From an optimization exercise on the open Yosys and OpenROAD flow, aimed at small area, a short achievable clock period and few clock cycles; shortcuts taken in it are not production practice. The RTL was checked by simulation tests, not by an equivalence proof against the original design. Power is estimated from default activity; no workload was simulated.

## build 83
## mbf_framer32
module mbf_framer32 (
    input  wire        clk,
    input  wire        rst,
    input  wire        tx_start,
    input  wire [15:0] tx_cmd,
    input  wire [15:0] tx_len,
    input  wire        tx_flip,
    input  wire        tx_ack,
    output wire        tx_busy,
    output wire        tx_done,
    output wire        tx_oversize,
    input  wire        tx_in_valid,
    input  wire [31:0] tx_in_data,
    output wire        tx_in_ready,
    output wire        pkt_valid,
    output wire [31:0] pkt_data,
    output wire        pkt_last,
    input  wire        pkt_ready,
    input  wire        rx_strict,
    input  wire        rx_valid,
    input  wire [31:0] rx_data,
    input  wire        rx_last,
    input  wire [2:0]  rx_cnt,
    output wire        rd_valid,
    output wire [31:0] rd_data,
    output wire [2:0]  rd_cnt,
    output wire        res_valid,
    output wire [1:0]  res_kind,
    output wire [3:0]  res_err,
    output wire [15:0] res_cmd,
    output wire [15:0] res_len
);
Size: ~1400 cells after synthesis, roughly 240 flip-flops, about 220 I/O pins, ~12000 µm² of cells after synthesis.
Settings: LEC_CHECK=0, ABC_AREA=1, CAP_MARGIN=20, CORE_MARGIN=2, CORE_UTILIZATION=40, CTS_CLUSTER_DIAMETER=120, CTS_CLUSTER_SIZE=24, SLEW_MARGIN=20, TNS_END_PERCENT=50; clock period 8.0 ns.
standard.sh (not shown) runs the stock make flow with config.mk's settings and CLKGATE_MAP_FILE= SYNTH_SCRIPT=/design/flow/synth_recipe.tcl, a recipe that flattens the netlist after the stock synthesis.
==> flow/flow/run.sh <==
#!/bin/bash
set -euo pipefail
export BUFFER_PORTS_ARGS="-buffer_cell sky130_fd_sc_hd__buf_1"
export SETUP_SLACK_MARGIN=5.3
bash standard.sh > standard.log 2>&1
Build 83 closes out successfully: all stages finished, all timing, DRC and antenna checks passed.
Testbench counts of build 83, summed over its fixed seeds: cycles 21,768.
What build 51 does differently from build 83 at the input level:
Settings: clearing TNS_END_PERCENT, which used to be 50.
diff --git a/flow/flow/run.sh b/flow/flow/run.sh
--- a/flow/flow/run.sh
+++ b/flow/flow/run.sh
@@ -4 +4 @@
-export SETUP_SLACK_MARGIN=5.3
+export SETUP_SLACK_MARGIN=5.35
## What came out
Die area of build 83 is on par with build 51.
The run showing the greater logic gate share of total power is build 51.
Clock skew: build 83 vs build 51 — no meaningful difference
In the reports for build 51 and build 83, the larger utilization belongs to build 51.
## Diff of input files: build 37 against build 51
Settings: swapping 40 for 50 in CORE_UTILIZATION.
diff --git a/flow/flow/run.sh b/flow/flow/run.sh
--- a/flow/flow/run.sh
+++ b/flow/flow/run.sh
@@ -4 +4 @@
-export SETUP_SLACK_MARGIN=5.35
+export SETUP_SLACK_MARGIN=5.3
## What came out
All of build 51 and build 37 finish clean. Total routing usage reported by global routing came out higher on build 37 than on build 51. Build 37 gives more initial detailed-routing violation count than build 51 did. Setup slack after layout: build 37 < build 51. Compared with build 51, build 37 shows a higher utilization after layout. The die area in build 51 is 1.2 times that in build 37. Summary of build 37 over build 51: initial core utilization went up by 10 points, net switching power figure has decreased. Changes observed in build 37 relative to build 51: overall routed net length fell about 3%; power of the clock network fell about 2%; fraction of power consumed by the clock network lost 0.2 points. The startpoint of the worst setup timing path comes out u_tx.pkt_data[9] in one run and rx_data[0] in the other, namely in build 37 and build 51 respectively.
Modified inputs, build 70 compared to build 37
Settings: GPL_TIMING_DRIVEN: unset -> 0; CORE_UTILIZATION: 50 -> 40.
## What came out
Worst hold margin: build 70 > build 37. Between build 37 and build 70, the difference in clock buffer and inverter area fraction after layout is negligible. Post-detailed-placement cell area on build 70 is up relative to build 37. On critical path depth in cells: between build 37 and build 70, it ends up lower for build 37. Total inserted antenna cells: build 37 vs build 70 identical. Met1 layer wirelength in the final routing: lower on build 37. | total wirelength of the detailed-routed design | build 70 vs build 37 | worse |. Build 70 does worse than build 37 on design area. Compare build 37 and build 70 | non-clock buffer count lower: build 37. Build 37 has higher met3 track demand over resource in global routing than build 70.

========
Starting RTL as in the previous note.
Settings: LEC_CHECK=0, ABC_AREA=1, CAP_MARGIN=20, CORE_MARGIN=2, CORE_UTILIZATION=40, CTS_CLUSTER_DIAMETER=120, CTS_CLUSTER_SIZE=24, SLEW_MARGIN=20, TNS_END_PERCENT=20; clock period 8.0 ns.
==> flow/flow/run.sh <==
#!/bin/bash
set -euo pipefail
export BUFFER_PORTS_ARGS="-buffer_cell sky130_fd_sc_hd__buf_1"
export SETUP_SLACK_MARGIN=5.3
bash standard.sh > standard.log 2>&1
Testbench counts at the start, summed over its fixed seeds: cycles 21,768.
Then changed:
==> flow/flow/run.sh (replaced) <==
#!/bin/bash
set -euo pipefail
export BUFFER_PORTS_ARGS="-buffer_cell sky130_fd_sc_hd__buf_1"
export SETUP_SLACK_MARGIN=5.2
bash standard.sh > standard.log 2>&1
TNS_END_PERCENT = default   (was 20)
Effect: The changed run finished clean; wire length hardly moves; cell count decreases slightly; critical path depth rose by 1.
Then changed:
==> flow/flow/run.sh (replaced) <==
#!/bin/bash
set -euo pipefail
export BUFFER_PORTS_ARGS="-buffer_cell sky130_fd_sc_hd__buf_1"
export SETUP_SLACK_MARGIN=5.3
bash standard.sh > standard.log 2>&1
PLACE_DENSITY = 0.75   (was default)
=> The changed run produced a clean layout; power is higher slightly; sequential share of layout area is lower by 0.72 points; non-clock buffer count grows by 12; critical path depth is lower by 2; final cell count went up slightly; wire length is higher slightly.
Then changed:
==> flow/flow/run.sh (replaced) <==
#!/bin/bash
set -euo pipefail
export BUFFER_PORTS_ARGS="-buffer_cell sky130_fd_sc_hd__buf_1"
export SETUP_SLACK_MARGIN=5.4
bash standard.sh > standard.log 2>&1
PLACE_DENSITY = default   (was 0.75)
Result: Utilization climbs by 1.8 points; final area climbs by 3.8%; setup slack is worse by 0.046 ns; flip-flop and latch count does not change.
Then changed:
==> flow/flow/run.sh (replaced) <==
#!/bin/bash
set -euo pipefail
export BUFFER_PORTS_ARGS="-buffer_cell sky130_fd_sc_hd__buf_1"
export SETUP_SLACK_MARGIN=5.25
bash standard.sh > standard.log 2>&1
=> The changed run passed the timing, design-rule and antenna checks. Wire length falls by about 2.7%. First-iteration DRC count falls by about 14%. Area after synthesis is unchanged. Sequential power hardly moves. Cell area falls by 3.9%. Power falls by 1.5%. Flip-flop and latch count does not change. Register-to-register slack hardly moves. Synthesized cell count is unchanged. Setup slack is better by 0.098 ns.
Then changed:
==> flow/flow/run.sh (replaced) <==
#!/bin/bash
set -euo pipefail
export BUFFER_PORTS_ARGS="-buffer_cell sky130_fd_sc_hd__buf_1"
export SETUP_SLACK_MARGIN=5.3
bash standard.sh > standard.log 2>&1
After rerunning:
- power stays flat
- non-clock buffer count rose by 6
- fmax went up by 1.4%
- routed wire length barely changes
- via count went down by 0.83%
- design area grows by 0.92%
- sequential power is about the same

-- afterwards: timing with drivers on the ports --
No port has a modelled driver above. Below, the same layouts with a new extraction and two added sets of constraints.
Step 1 sets driving cells, clkbuf_16 on the clock port and buf_2 on the other inputs (assumed; they add their load-dependent delay and slew).
Step 2 also shifts input and output timing later by t, the mid clock arrival at the registers, as if the neighbouring blocks saw the same clock.
Three values: no drivers, after step 1, after step 2; two values: the first two.
| run | t, ns | setup WS [ns] | clock arrival spread, ns |
|---|---|---|---|
| build 83 | 0.528 | 5.222 / 5.250 / 4.726 | 0.048 / 0.047 |
| build 51 | 0.546 | 5.301 / 5.250 / 4.757 | 0.036 / 0.036 |
| build 37 | 0.526 | 5.282 / 5.233 / 4.780 | 0.025 / 0.024 |
| build 70 | 0.538 | 5.238 / 5.245 / 4.706 | 0.036 / 0.035 |
| the first run of note 2 | 0.530 | 5.208 / 5.213 / 4.684 | 0.032 / 0.031 |
| the second run of note 2 | 0.546 | 5.184 / 5.212 / 4.666 | 0.042 / 0.042 |
| the third run of note 2 | 0.536 | 5.214 / 5.238 / 4.702 | 0.017 / 0.016 |
| the fourth run of note 2 | 0.524 | 5.168 / 5.172 / 4.648 | 0.023 / 0.024 |
| the fifth run of note 2 | 0.542 | 5.266 / 5.247 / 4.755 | 0.034 / 0.034 |
| the sixth run of note 2 | 0.534 | 5.305 / 5.252 / 4.811 | 0.021 / 0.021 |
After both steps setup and hold are still met in every run listed. For build 51, which loses most, drivers alone change the setup slack by -0.051 ns; drivers and shift together by -0.544 ns.
